From an optimization exercise on the open Yosys and OpenROAD flow, aimed at small area; shortcuts taken in it are not production practice. The RTL was checked by simulation tests, not by an equivalence proof against the original design. Power figures rest on the tool's default switching activity, not on a simulated workload.

==> design.v <==
module la4_crc16 (
    input  wire [15:0] crc_in,
    input  wire [7:0]  data,
    output wire [15:0] crc_out
);
    reg [15:0] c;
    integer k;
    always @(*) begin
        c = crc_in ^ {8'h00, data};
        for (k = 0; k < 8; k = k + 1) begin
            if (c[0])
                c = (c >> 1) ^ 16'hA001;
            else
                c = c >> 1;
        end
    end
    assign crc_out = c;
endmodule
module la4_rtu #(
    parameter MAX_BLOCK   = 16,
    parameter SPEED_ADDR  = 16'h0000,
    parameter TORQUE_ADDR = 16'h0010,
    parameter IO_ADDR     = 16'h0020,
    parameter ERR_ADDR    = 16'h0030
) (
    input  wire        clk,
    input  wire        rst,
    input  wire        host_wr,
    input  wire [7:0]  host_waddr,
    input  wire [63:0] host_wdata,
    input  wire [7:0]  rd_addr,
    output reg  [63:0] rd_data,
    output wire        busy,
    output wire        conn_req,
    input  wire        conn_done,
    input  wire [1:0]  conn_result,
    output wire        tx_valid,
    output wire [7:0]  tx_data,
    input  wire        tx_ready,
    input  wire        rx_valid,
    input  wire [7:0]  rx_data,
    input  wire        rx_last,
    input  wire        rx_err,
    input  wire        rx_timeout,
    output reg         notify_valid,
    output wire [15:0] notify_code
);
    localparam [2:0] S_IDLE = 3'd0, S_DISP = 3'd1, S_CONN = 3'd2,
                     S_TX   = 3'd3, S_RX   = 3'd4, S_EVAL = 3'd5;
    localparam [3:0] C_OK = 4'd0, C_ILLEGAL = 4'd1, C_NOT_CONN = 4'd2,
                     C_ALREADY = 4'd3, C_CFG_INVALID = 4'd4,
                     C_OPEN_FAILED = 4'd5, C_LINK_FAILED = 4'd6,
                     C_COUNT_RANGE = 4'd7, C_XFER_FAILED = 4'd8;
    localparam [3:0] X_OK = 4'd0, X_TIMEOUT = 4'd1, X_RX_ERROR = 4'd2,
                     X_MALFORMED = 4'd3, X_CRC_ERROR = 4'd4,
                     X_BAD_SLAVE = 4'd5, X_SLAVE_EXC = 4'd6,
                     X_BAD_FUNC = 4'd7, X_BAD_LENGTH = 4'd8,
                     X_BAD_ECHO = 4'd9;
    localparam [1:0] B_SPEED = 2'd0, B_TORQUE = 2'd1, B_IO = 2'd2, B_ERR = 2'd3;
    reg [2:0]  state;
    reg        cmd_seen;
    reg [63:0] cmd_reg;
    reg        st_connected, st_overrun, st_write_ok;
    reg [3:0]  st_cause;
    reg [3:0]  st_xfer_cause;
    reg [7:0]  xfer_exc_raw;
    reg        lk_live;
    reg [2:0]  lk_baud;
    reg [4:0]  lk_slave;
    reg        lk_verbose;
    reg [4:0]  res_len;
    reg [4:0]  res_hi;             
    reg        cr_speed_ok, cr_torque_ok, cr_io_ok, cr_err_ok;
    reg [2:0]  cr_speed_att, cr_torque_att, cr_io_att, cr_err_att;
    reg [3:0]  valid_bits;
    reg [15:0] speed_cmd, speed_fb, speed_dev;
    reg [15:0] torque_cmd, torque_fb, torque_dev;
    reg [7:0]  din;
    reg [5:0]  dout;
    reg        fault_faulted;
    reg [31:0] error_tally;
    reg [31:0] notify_count;
    reg [15:0] notify_code_r;      
    reg        pi_live;
    reg [31:0] pi_raw;
    reg [15:0] res   [0:15];
    reg [15:0] stage [0:15];
    reg [1:0]  blk;
    reg [8:0]  cnt;                
    reg [15:0] crc;
    reg        err_seen;
    reg        slave_bad;
    reg        b1_fc, b1_exc;
    reg        mm_bad;
    assign busy        = (state != S_IDLE);
    wire st_done = cmd_seen && !busy;
    wire cr_err_tried = (blk == B_ERR);
    assign notify_code = notify_code_r;
    assign conn_req    = (state == S_CONN);
    assign tx_valid    = (state == S_TX);
    wire is_connect = ((cmd_reg & 64'hFFFFFFFFFEE0F8FF) == 64'h0000000000000001);
    wire is_read    = ((cmd_reg & 64'hFFFFFFFF000000FF) == 64'h0000000000000002);
    wire is_write   = ((cmd_reg & 64'hFFFF00000000FFFF) == 64'h0000000000000003);
    wire is_poll    = (cmd_reg == 64'h0000000000000004);
    wire is_tear    = (cmd_reg == 64'h0000000000000005);
    wire [2:0]  c_baud    = cmd_reg[10:8];
    wire [4:0]  c_slave   = cmd_reg[20:16];
    wire        c_verbose = cmd_reg[24];
    wire [7:0]  c_count   = cmd_reg[15:8];
    function [15:0] addr_of;
        input [1:0] b;
        case (b)
            B_SPEED:  addr_of = SPEED_ADDR;
            B_TORQUE: addr_of = TORQUE_ADDR;
            B_IO:     addr_of = IO_ADDR;
            default:  addr_of = ERR_ADDR;
        endcase
    endfunction
    function [4:0] count_of;
        input [1:0] b;
        case (b)
            B_SPEED:  count_of = 5'd3;
            B_TORQUE: count_of = 5'd3;
            B_IO:     count_of = 5'd2;
            default:  count_of = 5'd1;
        endcase
    endfunction
    wire [4:0]  x_count = is_poll ? count_of(blk) : cmd_reg[12:8];    
    wire [15:0] xa = is_poll ? addr_of(blk) : cmd_reg[31:16];
    wire [15:0] xb = is_write ? cmd_reg[47:32] : {11'd0, x_count};
    wire [7:0]  fc = is_write ? 8'h06 : 8'h03;
    reg [7:0] req_b;
    always @(*) begin
        case (cnt[2:0])
            3'd0: req_b = {3'b000, lk_slave};
            3'd1: req_b = fc;
            3'd2: req_b = xa[15:8];
            3'd3: req_b = xa[7:0];
            3'd4: req_b = xb[15:8];
            3'd5: req_b = xb[7:0];
            default: req_b = crc[7:0];    
        endcase
    end
    assign tx_data = req_b;
    wire in_tx = (state == S_TX);
    wire in_rx = (state == S_RX);
    wire [15:0] crc_next;
    la4_crc16 u_crc (.crc_in(crc), .data(in_tx ? req_b : rx_data), .crc_out(crc_next));
    wire cnt0  = (cnt == 9'd0);
    wire tmo   = in_rx && rx_timeout && cnt0;
    wire take  = in_rx && rx_valid && !(rx_timeout && cnt0);
    wire       mm_at  = is_write ? (cnt >= 9'd2 && cnt <= 9'd5) : (cnt == 9'd2);
    wire [7:0] mm_exp = is_write ? req_b : {2'b00, x_count, 1'b0};
    wire [8:0] exp_len = 9'd5 + {3'd0, x_count, 1'b0};
    reg  [3:0] v_cause;
    always @(*) begin
        if (cnt0)
            v_cause = X_TIMEOUT;
        else if (err_seen)
            v_cause = X_RX_ERROR;
        else if (cnt < 9'd4 || cnt > 9'd256)
            v_cause = X_MALFORMED;
        else if (crc != 16'd0)
            v_cause = X_CRC_ERROR;
        else if (slave_bad)
            v_cause = X_BAD_SLAVE;
        else if (b1_exc)
            v_cause = (cnt == 9'd5) ? X_SLAVE_EXC : X_MALFORMED;
        else if (!b1_fc)
            v_cause = X_BAD_FUNC;
        else if (!is_write)
            v_cause = (mm_bad || cnt != exp_len) ? X_BAD_LENGTH : X_OK;
        else
            v_cause = (mm_bad || cnt != 9'd8) ? X_BAD_ECHO : X_OK;
    end
    wire v_ok = (v_cause == X_OK);
    wire [15:0] err_word = stage[0];
    wire [2:0] att = (blk == B_SPEED)  ? cr_speed_att :
                     (blk == B_TORQUE) ? cr_torque_att :
                     (blk == B_IO)     ? cr_io_att : cr_err_att;
    wire [7:0] ra = rd_addr | {8{rst}};      
    wire        ra_lo = (ra[7:5] == 3'd0);
    wire [24:0] sel;
    genvar g;
    generate
        for (g = 0; g < 25; g = g + 1) begin : g_sel
            assign sel[g] = ra_lo && (ra[4:0] == g);
        end
    endgenerate
    wire pi_lt  = !pi_live || pi_raw < 32'd1000;
    wire pi_gt  = pi_raw > 32'd2000000;
    wire s_pi   = pi_live && (sel[23] || (sel[24] && !pi_lt && !pi_gt));
    wire s_1000 = sel[24] && pi_lt;
    wire s_2m   = sel[24] && !pi_lt && pi_gt;
    wire s_nc   = sel[22] || (sel[18] && fault_faulted);
    wire [31:0] lo_mux =
          ({32{sel[1]}} & {(st_xfer_cause == X_SLAVE_EXC) ? xfer_exc_raw : 8'd0,
                           4'd0, st_xfer_cause, 4'd0, st_cause, 3'b000,
                           st_write_ok, st_overrun, st_done, busy, st_connected})
        | ({32{sel[2] && lk_live}} & {15'd0, lk_verbose, 3'b000, lk_slave, 5'b00000, lk_baud})
        | ({32{sel[3]}} & {27'd0, res_len})
        | ({32{sel[4]}} & {9'd0, cr_err_att, 1'b0, cr_io_att, 1'b0, cr_torque_att, 1'b0,
                           cr_speed_att, 2'b00, cr_io_ok, cr_err_ok, cr_err_tried,
                           cr_io_ok, cr_torque_ok, cr_speed_ok})
        | ({32{sel[5]}} & {28'd0, valid_bits})
        | ({32{sel[6]  && valid_bits[0]}} & {16'd0, speed_cmd})
        | ({32{sel[7]  && valid_bits[0]}} & {16'd0, speed_fb})
        | ({32{sel[8]  && valid_bits[0]}} & {16'd0, speed_dev})
        | ({32{sel[9]  && valid_bits[1]}} & {16'd0, torque_cmd})
        | ({32{sel[10] && valid_bits[1]}} & {16'd0, torque_fb})
        | ({32{sel[11] && valid_bits[1]}} & {16'd0, torque_dev})
        | ({32{sel[16] && valid_bits[2]}} & {24'd0, din})
        | ({32{sel[17] && valid_bits[2]}} & {26'd0, dout})
        | ({32{sel[19] && fault_faulted}} & {notify_code_r, 16'd1})
        | ({32{sel[20]}} & error_tally)
        | ({32{sel[21]}} & notify_count)
        | ({32{s_nc}}    & {16'd0, notify_code_r})
        | ({32{s_pi}}    & pi_raw)
        | ({32{s_1000}}  & 32'd1000)
        | ({32{s_2m}}    & 32'd2000000);
    wire [15:0] res_word = ({1'b0, ra[3:0]} < res_hi) ? res[ra[3:0]] : 16'd0;
    wire [63:0] rd_mux = ({64{ra == 8'd0 && cmd_seen}} & cmd_reg)
                       | {32'd0, lo_mux}
                       | {48'd0, {16{ra[7:4] == 4'd2}} & res_word};
    always @(posedge clk)
        rd_data <= rd_mux;
    wire acc = host_wr && host_waddr == 8'd0 && !busy;
    wire in_eval = (state == S_EVAL);
    wire eval_read_ok = in_eval && v_ok && !is_poll && !is_write;
    wire poll_ok = in_eval && v_ok && is_poll;
    integer i;
    always @(posedge clk) begin
        if (acc)
            cmd_reg <= host_wdata;
        if (host_wr && host_waddr == 8'd23)
            pi_raw <= host_wdata[31:0];
        for (i = 0; i < 16; i = i + 1) begin
            if (take && (cnt == 9'd3 + 2 * i || (i == 1 && cnt == 9'd2)))
                stage[i][15:8] <= rx_data;
            if (take && cnt == 9'd4 + 2 * i)
                stage[i][7:0] <= rx_data;
        end
        if (eval_read_ok)
            for (i = 0; i < 16; i = i + 1)
                if (i < x_count)
                    res[i] <= stage[i];
        if (in_eval)
            xfer_exc_raw <= stage[1][15:8];
        if (state == S_CONN && conn_done && conn_result == 2'd0) begin
            lk_baud    <= c_baud;
            lk_slave   <= c_slave;
            lk_verbose <= c_verbose;
        end
        if (poll_ok) begin
            case (blk)
                B_SPEED: begin
                    speed_cmd <= stage[0];
                    speed_fb  <= stage[1];
                    speed_dev <= stage[2];
                end
                B_TORQUE: begin
                    torque_cmd <= stage[0];
                    torque_fb  <= stage[1];
                    torque_dev <= stage[2];
                end
                B_IO: begin
                    din  <= stage[0][7:0];
                    dout <= stage[1][5:0];
                end
                default: ;
            endcase
        end
        if (in_tx) begin
            if (tx_ready)
                cnt <= {6'd0, cnt[2:0] + 3'd1};
        end else if (in_rx) begin
            if (take && cnt != 9'd511)
                cnt <= cnt + 9'd1;
        end else
            cnt <= 9'd0;
        if ((in_tx && tx_ready && cnt[2:0] == 3'd7) || !(in_tx || in_rx))
            crc <= 16'hFFFF;
        else if ((in_tx && tx_ready) || take)
            crc <= crc_next;
        err_seen <= in_rx && (err_seen || (take && rx_err));
        mm_bad   <= in_rx && (mm_bad || (take && mm_at && rx_data != mm_exp));
        if (take && cnt0)
            slave_bad <= (rx_data != {3'b000, lk_slave});
        if (take && cnt == 9'd1) begin
            b1_fc  <= (rx_data == fc);
            b1_exc <= (rx_data == (fc | 8'h80));
        end
    end
    always @(posedge clk) begin
        if (rst) begin
            state         <= S_IDLE;
            cmd_seen      <= 1'b0;
            st_connected  <= 1'b0;
            st_overrun    <= 1'b0;
            st_write_ok   <= 1'b0;
            st_cause      <= 4'd0;
            st_xfer_cause <= 4'd0;
            lk_live       <= 1'b0;
            res_len       <= 5'd0;
            res_hi        <= 5'd0;
            cr_speed_ok   <= 1'b0;
            cr_torque_ok  <= 1'b0;
            cr_io_ok      <= 1'b0;
            cr_err_ok     <= 1'b0;
            blk           <= B_SPEED;
            cr_speed_att  <= 3'd0;
            cr_torque_att <= 3'd0;
            cr_io_att     <= 3'd0;
            cr_err_att    <= 3'd0;
            valid_bits    <= 4'd0;
            fault_faulted <= 1'b0;
            error_tally   <= 32'd0;
            notify_count  <= 32'd0;
            notify_code_r <= 16'd0;
            notify_valid  <= 1'b0;
            pi_live       <= 1'b0;
        end else begin
            notify_valid <= 1'b0;
            if (host_wr && host_waddr == 8'd23)
                pi_live <= 1'b1;
            if (host_wr && host_waddr == 8'd0) begin
                if (busy) begin
                    st_overrun <= 1'b1;
                end else begin
                    cmd_seen    <= 1'b1;
                    st_overrun  <= 1'b0;
                    st_write_ok <= 1'b0;
                    state       <= S_DISP;
                end
            end
            case (state)
            S_DISP: begin
                if (is_connect) begin
                    if (st_connected)
                        complete(C_ALREADY);
                    else if (c_baud == 3'd7 || c_slave == 5'd0)
                        complete(C_CFG_INVALID);
                    else
                        state <= S_CONN;
                end else if (is_read) begin
                    if (!st_connected) begin
                        res_len <= 5'd0;
                        complete(C_NOT_CONN);
                    end else if (c_count == 8'd0 || c_count > 8'd16) begin
                        res_len <= 5'd0;
                        complete(C_COUNT_RANGE);
                    end else
                        state <= S_TX;
                end else if (is_write) begin
                    if (!st_connected)
                        complete(C_NOT_CONN);
                    else
                        state <= S_TX;
                end else if (is_poll) begin
                    if (!st_connected)
                        complete(C_NOT_CONN);
                    else begin
                        cr_speed_ok   <= 1'b0;
                        cr_torque_ok  <= 1'b0;
                        cr_io_ok      <= 1'b0;
                        cr_err_ok     <= 1'b0;
                        cr_speed_att  <= 3'd0;
                        cr_torque_att <= 3'd0;
                        cr_io_att     <= 3'd0;
                        cr_err_att    <= 3'd0;
                        blk   <= B_SPEED;
                        state <= S_TX;
                    end
                end else if (is_tear) begin
                    st_connected <= 1'b0;
                    complete(C_OK);
                end else begin
                    complete(C_ILLEGAL);
                end
            end
            S_CONN: begin
                if (conn_done) begin
                    case (conn_result)
                        2'd0: begin
                            lk_live      <= 1'b1;
                            st_connected <= 1'b1;
                            complete(C_OK);
                        end
                        2'd1:    complete(C_OPEN_FAILED);
                        default: complete(C_LINK_FAILED);
                    endcase
                end
            end
            S_TX: begin
                if (tx_ready && cnt[2:0] == 3'd7)
                    state <= S_RX;
            end
            S_RX: begin
                if (tmo || (take && rx_last))
                    state <= S_EVAL;
            end
            S_EVAL: begin
                st_xfer_cause <= v_cause;
                if (!is_poll) begin
                    if (!is_write) begin
                        if (v_ok) begin
                            res_len <= x_count;
                            if (x_count > res_hi)
                                res_hi <= x_count;
                            complete(C_OK);
                        end else begin
                            res_len <= 5'd0;
                            complete(C_XFER_FAILED);
                        end
                    end else begin
                        if (v_ok) begin
                            st_write_ok <= 1'b1;
                            complete(C_OK);
                        end else
                            complete(C_XFER_FAILED);
                    end
                end else begin
                    case (blk)
                        B_SPEED:  cr_speed_att  <= att + 3'd1;
                        B_TORQUE: cr_torque_att <= att + 3'd1;
                        B_IO:     cr_io_att     <= att + 3'd1;
                        default:  cr_err_att    <= att + 3'd1;
                    endcase
                    if (v_ok) begin
                        case (blk)
                        B_SPEED: begin
                            valid_bits[0] <= 1'b1;
                            cr_speed_ok   <= 1'b1;
                            next_block(B_TORQUE);
                        end
                        B_TORQUE: begin
                            valid_bits[1] <= 1'b1;
                            cr_torque_ok  <= 1'b1;
                            next_block(B_IO);
                        end
                        B_IO: begin
                            valid_bits[2] <= 1'b1;
                            cr_io_ok      <= 1'b1;
                            if (stage[1][1]) begin
                                next_block(B_ERR);
                            end else begin
                                fault_faulted <= 1'b0;
                                valid_bits[3] <= 1'b1;
                                complete(C_OK);
                            end
                        end
                        default: begin
                            valid_bits[3] <= 1'b1;
                            cr_err_ok     <= 1'b1;
                            if (err_word == 16'd0) begin
                                fault_faulted <= 1'b0;
                            end else if (!fault_faulted || err_word != notify_code_r) begin
                                fault_faulted <= 1'b1;
                                notify_count  <= notify_count + 32'd1;
                                notify_code_r <= err_word;
                                notify_valid  <= 1'b1;
                            end
                            complete(C_OK);
                        end
                        endcase
                    end else begin
                        if (error_tally != 32'hFFFFFFFF)
                            error_tally <= error_tally + 32'd1;
                        if (att == 3'd4) begin
                            case (blk)
                                B_SPEED:  next_block(B_TORQUE);
                                B_TORQUE: next_block(B_IO);
                                default:  complete(C_OK);
                            endcase
                        end else begin
                            state <= S_TX;
                        end
                    end
                end
            end
            default: ;
            endcase
        end
    end
    task complete;
        input [3:0] cause;
        begin
            st_cause <= cause;
            state    <= S_IDLE;
        end
    endtask
    task next_block;
        input [1:0] b;
        begin
            blk   <= b;
            state <= S_TX;
        end
    endtask
endmodule
==> flow/run.sh <==
#!/bin/bash
# The standard layout (standard.sh's make command and settings) with:
#  - synthesis: synth_recipe.tcl unchanged but for an area-oriented ABC script;
#  - port buffers built from the smallest buffer (buf_1);
#  - clock tree synthesis without dummy loads, with clkbuf_8 and larger
#    sink clusters.
# Each tool's output goes to a log file in this folder.
set -euo pipefail
W=$PWD
export AREA_ABC_SCRIPT=$W/flow/area.abc
export FLOW_SYNTH_TCL=$W/synth_recipe.tcl
export BUFFER_PORTS_ARGS="-buffer_cell sky130_fd_sc_hd__buf_1"
export CTS_ARGS="-sink_clustering_enable -repair_clock_nets -dont_use_dummy_load -buf_list sky130_fd_sc_hd__clkbuf_8 -sink_clustering_size 14 -sink_clustering_max_diameter 60"
sed "s|SYNTH_SCRIPT=[^ ]*|SYNTH_SCRIPT=$W/flow/synth_area.tcl|" standard.sh > flow_standard.sh
grep -q "SYNTH_SCRIPT=$W/flow/synth_area.tcl" flow_standard.sh
bash flow_standard.sh > flow_make.log 2>&1
==> flow/area.abc <==
strash
&get -n
&fraig -x
&put
scorr
dc2
strash
&get -n
&deepsyn -I 6 -J 50 -T 0
&dch -f
&nf -R 1000 -p -F 10 -A 4 -C 32
&put
==> flow/synth_area.tcl <==
# The standard flow's synthesis script, unchanged, with one difference: ABC maps the
# combinational logic with an area-oriented script (flow/area.abc) in place
# of ORFS's delay-oriented one. Registers are mapped before ABC runs and are
# the same as the standard synthesis's.
proc abc {args} {
    set i [lsearch $args -script]
    if {$i >= 0} {
        lset args [expr {$i + 1}] $::env(AREA_ABC_SCRIPT)
    }
    yosys abc {*}$args
}
source $::env(FLOW_SYNTH_TCL)
==> standard.sh <==
#!/bin/bash
# synth_recipe.tcl (not shown) runs the flow's synth.tcl, then flattens the netlist and writes it again
# the make line also repeats each setting of config.mk as NAME=value (left out here)
make -C /OpenROAD-flow-scripts/flow DESIGN_CONFIG=/design/flow/config.mk WORK_HOME=/design/flow/orfs CLKGATE_MAP_FILE= SYNTH_SCRIPT=/design/flow/synth_recipe.tcl "${@:-finish}"
==> config.mk <==
export PLATFORM = sky130hd
export DESIGN_NAME = la4_rtu
export DESIGN_NICKNAME = la4_rtu
export VERILOG_FILES = /design/flow/design.v
export SDC_FILE = /design/flow/constraint.sdc
export NUM_CORES = 4
export LEC_CHECK = 0
export CAP_MARGIN = 20
export CORE_MARGIN = 2
export CORE_UTILIZATION = 70
export PLACE_DENSITY = 0.8
export SLEW_MARGIN = 20
==> constraint.sdc <==
create_clock -name core_clock -period 10.0 [get_ports {clk}]
set_input_delay 2.0000 -clock core_clock [delete_from_list [all_inputs] [get_ports {clk}]]
set_output_delay 2.0000 -clock core_clock [all_outputs]
set_load 0.01 [all_outputs]
==> run_results.csv, run 1 <==
group,metric,value,unit
run_status,outcome,"timing/DRC/antenna clean",
global_route,grt_max_degree,69,
power_and_ir_drop,power.share.clock,30.0,%
cells_and_area,final_net_count,2766,
logic_synthesis,synth.yosys.seq_area_share,76.0,%
timing,clock.fmax,125,MHz
power_and_ir_drop,power_leakage,12.4,nW
power_and_ir_drop,vdd.ir_drop.worst,0.000169,V
floorplan,io_pins,191,
cells_and_area,post-route-util,77.0,%
clock_network,cts_hold_buf,0,
worst_setup_path,crit_type,"reg2reg",
flow_run,maximum_capacitance_violations,0,
floorplan,die_h,228,um
timing,rsz_0062_raised_after_global_routing,"false",
place,dp_cells,3233,
timing,finalSetupTns,0,ps
hold_path,hold_class,"reg2reg",
timing,period_share,80.1,%
clock_network,cts-resized-gates,0,
logic_synthesis,synth_simple_gate_area_share,10.0,%
timing,tightest_slew,1320,ps
logic_synthesis,synth_xor_xnor_area_share,0.947,%
global_route,grt_pass1_wl,164000,um
clock_network,clockBufferDepth,3,
clock_network,cts_htree_levels,3,
worst_setup_path,timing.critical_path.fanout_max,8,
timing,finalWorstPathRequiredPeriod,8010,ps
clock_network,clock_sink_count,960,
cells_and_area,most_common_cell_after_layout_fill_and_taps_aside,"edfxtp_1",
cells_and_area,number_of_inserted_filler_cells_in_the_final_layout,2819,
timing,setup-violations-final,0,
routing,routedWlPerCell,35.0,um
logic_synthesis,yosys-mux-area-fraction,0.0890,%
routing,avgViaCountPerCell,7.50,
cells_and_area,drive_gt1_share,6.62,%
power_and_ir_drop,power_per_cell_area,164,nW/um^2
logic_synthesis,synth.ff_latch_count,960,
logic_synthesis,synth.avg_cell_area,15.2,um^2
floorplan,std_cell_rows,82,
global_route,grt_antenna_before_repair,6,
routing,drc,0,
power_and_ir_drop,finalPower,6.29,mW
place,placedInstanceArea,37300,um^2
floorplan,core,49900,um^2
clock_network,cts_setup_buffers,0,
clock_network,cts_tree,"yes",
logic_synthesis,post_synthesis_instance_area,35100,um^2
timing,timing.slew.headroom,11.7,%
floorplan,die_w,228,um
global_route,first_global_vias,23400,
logic_synthesis,netlist_instances,2318,
place,gp_congestion,1.00,
power_and_ir_drop,power.share.switching,20.5,%
timing,final_hold_violations,0,
logic_synthesis,synth-edff-count,747,
worst_setup_path,crit_arrival,8580,ps
cells_and_area,area_growth_syn_to_layout,9.34,%
cells_and_area,multi_input_logic_area,8380,um^2
worst_setup_path,cpMaxStageDelayCell,"a211oi_1",
power_and_ir_drop,cellInternalPower,5.00,mW
logic_synthesis,asyncSetResetFlopFracSynth,0,%
timing,holdWs,404,ps
timing,setup_skew_after_layout,85.3,ps
cells_and_area,most-common-layout-cells,"edfxtp_1, dfxtp_1, buf_1, nand2_1, nor2_1",
logic_synthesis,synth_ff_type,"edfxtp_1",
logic_synthesis,synth_compound_area_share,11.5,%
clock_network,worst_skew_pair.late_latency,740,ps
routing,postRouteAntennaNets,0,
global_route,gr-total-overflow,0,
cells_and_area,reg_top3,"res (256), stage (256)",
place,io_buffers,190,
routing,route.final.wire_length,116000,um
logic_synthesis,syn-num-nets,2440,
logic_synthesis,synth.yosys.warnings,4,
routing,drt_iter0_markers,5428,
cells_and_area,design_area,38400,um^2
worst_setup_path,timing.critical_path.mode_cell,"and3_1",
worst_setup_path,critical-path-max-stage-delay,630,ps
routing,via_count,24900,
power_and_ir_drop,netSwitchingPower,1.29,mW
place,dpl_worst_slack,2260,ps
worst_setup_path,critPathBufInv,1,
clock_network,clock_tree.root_cell,"clkbuf_8",
logic_synthesis,synthDistinctLibCells,57,
power_and_ir_drop,share_comb_of_total_power,2.3,%
cells_and_area,finish.cell_count_without_fillers,3320,
worst_setup_path,crit_family,"simple AND/OR/NAND/NOR gates",
routing,dr.pass1.iters,17,
cells_and_area,ff_latch_area,26700,um^2
floorplan,initial_core_utilization,70.5,%
timing,setup_ws,1990,ps
timing,drv_slew,0,
logic_synthesis,synth_top_family_by_area,"compound AO/OA/AOI/OAI gates",
clock_network,clk_pin_slew_worst_paths,90,ps
worst_setup_path,critPathRequiredTime,10570,ps
floorplan,die-area,52000,um^2
place,detailed_place_hpwl,79000,um
clock_network,tritoncts.num_buffers,79,
global_route,gr-usage-all-layers,44.5,%
worst_setup_path,crit_path_end_kind,"register",
power_and_ir_drop,pwr-share-seq,67.7,%
logic_synthesis,yosys.area_share.adder,0.819,%
worst_setup_path,crit_path_start_kind,"register",
-- cell families after synthesis --
logic type | Yosys count
XOR/XNOR | 38
AND/OR/NAND/NOR | 706
flip-flops | 960
AO/OA/AOI/OAI | 533
buffers and inverters | 55
adder cells (fa/ha/maj) | 23
multiplexers | 3
-- area by class of cell --
class / instances / share of cell area, %
inverter: 53 / 0.521
clock buffer: 79 / 2.83
sequential: 960 / 69.5
antenna: 6 / 0.0391
tap: 672 / 2.19
multi-input combinational: 1303 / 21.8
timing repair buffer: 247 / 3.10
-- synth_stat cells (all sizes together), types with 12 or more instances --
| library cell | instances | area [um^2] |
|---|---|---|
| a21oi | 109 | 546 |
| a221o | 12 | 120 |
| a221oi | 25 | 219 |
| a222oi | 108 | 1080 |
| a22o | 49 | 429 |
| a22oi | 54 | 405 |
| a31oi | 22 | 138 |
| and2 | 41 | 257 |
| and3 | 63 | 394 |
| clkinv | 53 | 199 |
| dfxtp | 213 | 4260 |
| edfxtp | 747 | 22400 |
| ha | 23 | 288 |
| nand2 | 175 | 657 |
| nand3 | 32 | 160 |
| nand4 | 47 | 294 |
| nor2 | 157 | 589 |
| nor2b | 16 | 100 |
| nor3 | 81 | 405 |
| nor4 | 33 | 206 |
| o21ai | 51 | 255 |
| xnor2 | 16 | 140 |
| xor2 | 22 | 193 |
-- metal layers --
layer	GRT usage (%)	vias up	share of wire (%)
li1	-	9974	-
met1	58.3	11800	33
met2	68.6	2596	45
met3	11.5	513	15
met4	25.4	6	7.2
met5	0	-	0.034
-- worst register-to-register path: cells and delay by family (launching register included) --
kind	cells	cell delay (ps)
flops	1	510
buf+inv	1	150
simple gates	24	6280
compound gates	3	940
-- final timing paths --
path	slack [ps]	depth (start not counted)	from	to
setup / recovery	1990	28	cnt[3]	notify_count[30]
hold / removal	400	0	stage[9][15]	res[9][15]
setup reg to reg	1990	28	cnt[3]	notify_count[30]
hold reg to reg	400	0	stage[9][15]	res[9][15]
-- power groups by stage --
stage / sequential, mW / combinational (mW) / clock, mW
after floorplan: 4.35 / 0.0436 / 0
after global placement: 4.35 / 0.129 / 0
after detailed placement: 4.35 / 0.134 / 0
after CTS: 4.26 / 0.135 / 1.88
after global routing: 4.26 / 0.144 / 2.01
final: 4.26 / 0.143 / 1.89
==> inputs of run 2 (changes only) <==
--- a/flow/run.sh
+++ b/flow/run.sh
@@ -12,3 +12,3 @@
 export BUFFER_PORTS_ARGS="-buffer_cell sky130_fd_sc_hd__buf_1"
-export CTS_ARGS="-sink_clustering_enable -repair_clock_nets -dont_use_dummy_load -buf_list sky130_fd_sc_hd__clkbuf_8 -sink_clustering_size 14 -sink_clustering_max_diameter 60"
+export CTS_ARGS="-sink_clustering_enable -repair_clock_nets -dont_use_dummy_load -buf_list sky130_fd_sc_hd__clkbuf_8 -sink_clustering_size 16 -sink_clustering_max_diameter 70"
 sed "s|SYNTH_SCRIPT=[^ ]*|SYNTH_SCRIPT=$W/flow/synth_area.tcl|" standard.sh > flow_standard.sh
==> run 2 against run 1 <==
Net effect: sequential power is essentially flat; total power down 1.4%; via count hardly changed; area after synthesis did not move; clock skew is 17 ps higher; sequential cell count stayed put; still clean; clock power is 5% lower; cell count is 0.42% lower; die area stayed put; count of clock-buffer cells in the layout down 9; cell area decreased by 0.37%.
==> run_results.csv, run 2 <==
group,metric,value,unit
cells_and_area,finish.cell_count_without_fillers,3306,
global_route,first_global_vias,23600,
floorplan,initial_core_utilization,70.5,%
logic_synthesis,synth_top_cell_by_area,"edfxtp_1",
logic_synthesis,synth.ff_latch_count,960,
routing,postRouteAntennaNets,0,
routing,avgViaCountPerCell,7.53,
logic_synthesis,synth-edff-count,747,
worst_setup_path,crit_type,"reg2reg",
cells_and_area,final_net_count,2756,
place,detailed_place_hpwl,79000,um
cells_and_area,reg_top3,"res (256), stage (256)",
routing,drc,0,
clock_network,clock_sink_count,960,
floorplan,io_pins,191,
place,io_buffers,190,
clock_network,worst_skew_pair.late_latency,750,ps
logic_synthesis,syn-num-nets,2440,
clock_network,clock_tree.root_cell,"clkbuf_8",
cells_and_area,number_of_inserted_filler_cells_in_the_final_layout,2855,
logic_synthesis,synth_ff_type,"edfxtp_1",
cells_and_area,drive_gt1_share,6.27,%
timing,setup_skew_after_layout,102,ps
timing,timing.slew.headroom,16.1,%
clock_network,cts_hold_buf,0,
clock_network,cts_htree_levels,3,
floorplan,core,49900,um^2
place,gp_congestion,1.00,
cells_and_area,design_area,38300,um^2
worst_setup_path,crit_arrival,8510,ps
power_and_ir_drop,power_leakage,12.4,nW
timing,setup-violations-final,0,
worst_setup_path,timing.critical_path.mode_cell,"and3_1",
power_and_ir_drop,pwr-share-seq,68.6,%
hold_path,hold_class,"reg2reg",
clock_network,clk_pin_slew_worst_paths,90,ps
timing,clock.fmax,125,MHz
logic_synthesis,asyncSetResetFlopFracSynth,0,%
logic_synthesis,synth.yosys.seq_area_share,76.0,%
logic_synthesis,synth_largest_type_area_fraction,63.9,%
timing,drv_slew,0,
worst_setup_path,crit_family,"simple AND/OR/NAND/NOR gates",
worst_setup_path,crit_path_start_kind,"register",
clock_network,cts_tree,"yes",
floorplan,die-area,52000,um^2
routing,via_count,24900,
logic_synthesis,netlist_instances,2318,
cells_and_area,area_growth_syn_to_layout,8.93,%
global_route,gr-total-overflow,0,
cells_and_area,post-route-util,76.7,%
floorplan,die_w,228,um
timing,final_hold_violations,0,
timing,finalWorstPathRequiredPeriod,7970,ps
global_route,gr-usage-all-layers,44.5,%
timing,tightest_slew,1250,ps
worst_setup_path,timing.critical_path.fanout_max,8,
worst_setup_path,critPathRequiredTime,10540,ps
power_and_ir_drop,power_per_cell_area,162,nW/um^2
routing,dr.pass1.iters,13,
logic_synthesis,post_synthesis_instance_area,35100,um^2
place,dp_cells,3233,
power_and_ir_drop,cellInternalPower,4.93,mW
run_status,outcome,"timing/DRC/antenna clean",
power_and_ir_drop,power.share.switching,20.6,%
worst_setup_path,critPathBufInv,0,
worst_setup_path,cpMaxStageDelayCell,"a211oi_1",
place,placedInstanceArea,37300,um^2
floorplan,std_cell_rows,82,
worst_setup_path,crit_path_end_kind,"register",
worst_setup_path,critical-path-max-stage-delay,630,ps
timing,finalSetupTns,0,ps
timing,period_share,79.7,%
clock_network,cts-resized-gates,0,
flow_run,maximum_capacitance_violations,0,
routing,routedWlPerCell,35.1,um
floorplan,die_h,228,um
timing,rsz_0062_raised_after_global_routing,"false",
routing,drt_iter0_markers,5231,
global_route,grt_max_degree,69,
power_and_ir_drop,netSwitchingPower,1.28,mW
cells_and_area,most-common-layout-cells,"edfxtp_1, dfxtp_1, buf_1, nand2_1, nor2_1",
cells_and_area,most_common_cell_after_layout_fill_and_taps_aside,"edfxtp_1",
logic_synthesis,synth.yosys.warnings,4,
logic_synthesis,synth.most_common_cell,"edfxtp_1",
clock_network,tritoncts.num_buffers,70,
global_route,grt_pass1_wl,165000,um
logic_synthesis,netlist_top_cells_area,"edfxtp_1, dfxtp_1, a222oi_1, nand2_1, nor2_1",
power_and_ir_drop,share_comb_of_total_power,2.3,%
power_and_ir_drop,vdd.ir_drop.worst,0.000217,V
global_route,grt_antenna_before_repair,8,
routing,route.final.wire_length,116000,um
power_and_ir_drop,power.share.clock,29.1,%
clock_network,clockBufferDepth,3,
logic_synthesis,synth_common_cells,"edfxtp_1, dfxtp_1, nand2_1",
clock_network,cts_setup_buffers,0,
logic_synthesis,synth.avg_cell_area,15.2,um^2
logic_synthesis,synthDistinctLibCells,57,
## run 2: cell counts after synthesis
Identical to the previous run, type by type.
## run 2: metal layers
layer  global-route usage [%]  up-vias  wire length (um)  share of wire (%)
met5                        0        -                39              0.034
met4                     25.3        6              8510                7.3
met3                     12.7      547             17700                 15
met2                     68.3     2627             51900                 45
met1                     57.9    11800             38000                 33
li1                         -     9945                 -                  -
## run 2: cell type report
type / count / area [um^2] / share of cell area [%]
Clock buffer: 70 / 963 / 2.52
Timing Repair Buffer: 246 / 1180 / 3.10
Sequential cell: 960 / 26700 / 69.8
Tap cell: 672 / 841 / 2.20
Inverter: 53 / 200 / 0.523
Antenna cell: 2 / 5.00 / 0.0131
Multi-Input combinational cell: 1303 / 8380 / 21.9
## run 2: power groups by stage
stage          clock, mW  sequential (mW)  combinational (mW)
2_1_floorplan          0             4.35              0.0436
3_3_place_gp           0             4.35               0.129
3_5_place_dp           0             4.35               0.134
4_1_cts             1.79             4.26               0.135
5_1_grt             1.92             4.26               0.144
6_report            1.80             4.26               0.143
## run 2: logic make-up (layout without fill, tap and decap cells)
kind of cell	after synthesis	count (layout)	share of synthesized area [%]
and+or+nand+nor	706	706	10.0
muxes	3	3	0.0890
other	0	2	0
AOI/OAI and AO/OA	533	533	11.5
DFF	960	960	76.0
xor gates and xnor gates	38	38	0.947
adders and majority gates	23	23	0.819
buffers and inverters	55	369	0.588
## run 2: stage by stage
| stage | hold WS [ps] | setup slack [ps] | power (mW) |
|---|---|---|---|
| after floorplan | 400 | 2320 | 4.39 |
| after CTS | 411 | 2240 | 6.18 |
| after global placement | 400 | 2750 | 4.48 |
| after detailed placement | 405 | 2260 | 4.48 |
| final | 405 | 2030 | 6.21 |
| after global routing | 424 | 1630 | 6.32 |
## run 2: path summary, 6_finish.rpt
check | startpoint | to | slack (ps) | depth (start not counted)
setup / recovery | cnt[3] | notify_count[31] | 2030 | 28
hold / removal | stage[9][11] | res[9][11] | 410 | 0
setup reg to reg | cnt[3] | notify_count[31] | 2030 | 28
hold reg to reg | stage[9][11] | res[9][11] | 410 | 0

==> port drivers added, routing unchanged <==
No port has a modelled driver above. Below, the same layouts with a new extraction and two added sets of constraints.
Step 1 (the two cells are an assumption about what drives the block):
set clk [get_ports {clk}]
set_driving_cell -lib_cell sky130_fd_sc_hd__clkbuf_16 $clk
set_driving_cell -lib_cell sky130_fd_sc_hd__buf_2 [delete_from_list [all_inputs] $clk]
Step 2 adds t to the input delays and takes it off the output delays; t is the mean of the earliest and latest rising clock arrival at the registers after step 1. Input paths then give back, and output paths get back, about the clock's delay inside the block.
a / b / c = ideal / step 1 / step 2; a / b = the first two.
run	shift t [ns]	slack for setup (ns)	worst setup path at the end	clock arrival spread, ns	pins driven straight from the clock port
run 1	0.764	1.988 / 1.988 / 1.988	register to register	0.086 / 0.086	1
run 2	0.760	2.030 / 2.030 / 2.030	register to register	0.103 / 0.103	1
After both steps every run listed still meets setup and hold.
